Background: an optimization exercise with open tools, aiming at small area, a short achievable clock period and few clock cycles. Do not read the settings as production practice. RTL that was checked went through simulation tests only; none was proved equivalent to the original.

## v6
Design jbd_bms_parser, start of the top module:
module jbd_bms_parser (
    input  wire        clk,
    input  wire        rst,         
    input  wire        cmd_valid,
    input  wire [15:0] cmd_word,
    output wire        cmd_ready,
    input  wire [11:0] rd_addr,
    output wire [31:0] rd_data
);
clock: 10.0 ns
lec_check: 0
abc_area: 0
cap_margin: 20
core_margin: 2
core_utilization: 55
cts_cluster_diameter: 75
cts_cluster_size: 24
place_density: 0.7
setup_slack_margin: 4.0
slew_margin: 20
synth_hierarchical: 1
run.sh (not shown) runs the stock make flow with config.mk's settings and CLKGATE_MAP_FILE= SYNTH_SCRIPT=/design/flow/synth_recipe.tcl, a recipe that flattens the netlist after the stock synthesis.
diff inputs: v6 => v7
-- flow/design.v --
<<< v6, line 345
        end
    endgenerate
    wire [7:0] ws_n, wr_n, wh;
    aor16x8n u_ws (.d(sgv), .sel(dlo), .yn(ws_n));
    aor16x8n u_wr (.d(rgv), .sel(dsl), .yn(wr_n));
    aor6x8  u_wh (.d(hbv), .sel(dlo[5:0]), .y(wh));
    reg [63:0] rsel;
>>> v7, line 345
        end
    endgenerate
    wire [7:0] ws, wr, wh;
    aor16x8 u_ws (.d(sgv), .sel(dlo), .y(ws));
    aor16x8 u_wr (.d(rgv), .sel(dsl), .y(wr));
    aor6x8  u_wh (.d(hbv), .sel(dlo[5:0]), .y(wh));
    reg [63:0] rsel;
<<< v6, line 358
            rw = rw | ({32{rsel[a]}} & regv[a]);
    end
    rd_or u_or (.c_win(c_win), .c_hi(c_hi), .c_reg(c_reg), .ws_n(ws_n), .wr_n(wr_n), .wh(wh), .rw(rw), .y(rd_data));
endmodule
module rd_addr_dec (
>>> v7, line 358
            rw = rw | ({32{rsel[a]}} & regv[a]);
    end
    rd_or u_or (.c_win(c_win), .c_hi(c_hi), .c_reg(c_reg), .ws(ws), .wr(wr), .wh(wh), .rw(rw), .y(rd_data));
endmodule
module rd_addr_dec (
<<< v6, line 379
    input  wire        c_hi,
    input  wire        c_reg,
    input  wire [7:0]  ws_n,
    input  wire [7:0]  wr_n,
    input  wire [7:0]  wh,
    input  wire [31:0] rw,
>>> v7, line 379
    input  wire        c_hi,
    input  wire        c_reg,
    input  wire [7:0]  ws,
    input  wire [7:0]  wr,
    input  wire [7:0]  wh,
    input  wire [31:0] rw,
<<< v6, line 386
);
    assign y = {{24{c_reg}} & rw[31:8],
                ({8{c_reg}} & rw[7:0]) | ({8{c_win}} & ~(ws_n & wr_n)) | ({8{c_hi}} & wh)};
endmodule
module nand2m (
>>> v7, line 386
);
    assign y = {{24{c_reg}} & rw[31:8],
                ({8{c_reg}} & rw[7:0]) | ({8{c_win}} & (ws | wr)) | ({8{c_hi}} & wh)};
endmodule
module nand2m (
<<< v6, line 439
    aorx8 #(.N(16)) u (.d(d), .sel(sel), .y(y));
endmodule
module aor16x8n (
    input  wire [127:0] d,
    input  wire [15:0]  sel,
    output wire [7:0]   yn
);
    genvar b, k, i;
    generate
        for (b = 0; b < 8; b = b + 1) begin : g_b
            wire [15:0] z;
            wire [3:0]  p;
            for (k = 0; k < 16; k = k + 1) begin : g_k
                nand2m u (.s(sel[k]), .d(d[8*k + b]), .z(z[k]));
            end
            for (i = 0; i < 4; i = i + 1) begin : g_i
                assign p[i] = ~&z[4*i +: 4];
            end
            assign yn[b] = ~|p;
        end
    endgenerate
endmodule
>>> v7, line 439
    aorx8 #(.N(16)) u (.d(d), .sel(sel), .y(y));
endmodule
On synthesized area, v7 and v6 are neck and neck.
On layout-stage area growth over the synthesis result, the higher figure sits with v6, not v7.
In v7, the post-route cell area came out 1.1% below the value in v6.
Summary — sequential share of layout area, v7 relative to v6: higher, by 0.63 points.
Taking v6 as the reference, in v7 wire length saw a decrease; number of placement rows level; all-layer global routing usage fell by 2.1 points; first-pass GRT wire length went down.
v7 against v6: post-synthesis cell count closely matched the old numbers, count of nets after finishing decreased by 66 relative to the old numbers.
Testbench counts of v7, summed over its fixed seeds: cycles 10,075.
Only the layout flow was run in v6; the RTL was not checked for function there.

-- what the ideal ports hide --
How much do the figures lean on ideal ports? The routed layouts below were timed once more, with nothing changed but the port constraints.
Step 1: set_driving_cell puts a clkbuf_16 on clk and a buf_2 on each other input, an assumption about the parent block.
Step 2 times the ports against the registers' clock, not the clock port: input delays grow and output delays shrink by t, the midpoint of the rising clock arrivals with the driver on.
a / b / c = no drivers / after step 1 / after step 2; a / b = the first two.
| run | shift t [ns] | slack for setup (ns) | hold slack, ns | clock arrival spread, ns | worst slew at a driven data input, ns |
|---|---|---|---|---|---|
| v6 | 0.853 | 2.829 / 2.773 / 2.773 | 0.336 / 0.336 / 0.336 | 0.073 / 0.073 | 0.08 |
| v7 | 0.858 | 2.974 / 2.856 / 2.856 | 0.336 / 0.336 / 0.336 | 0.056 / 0.056 | 0.30 |
After both steps setup and hold are still met in every run listed. For v7, which loses most, drivers alone change the setup slack by -0.118 ns; drivers and shift together by -0.118 ns.
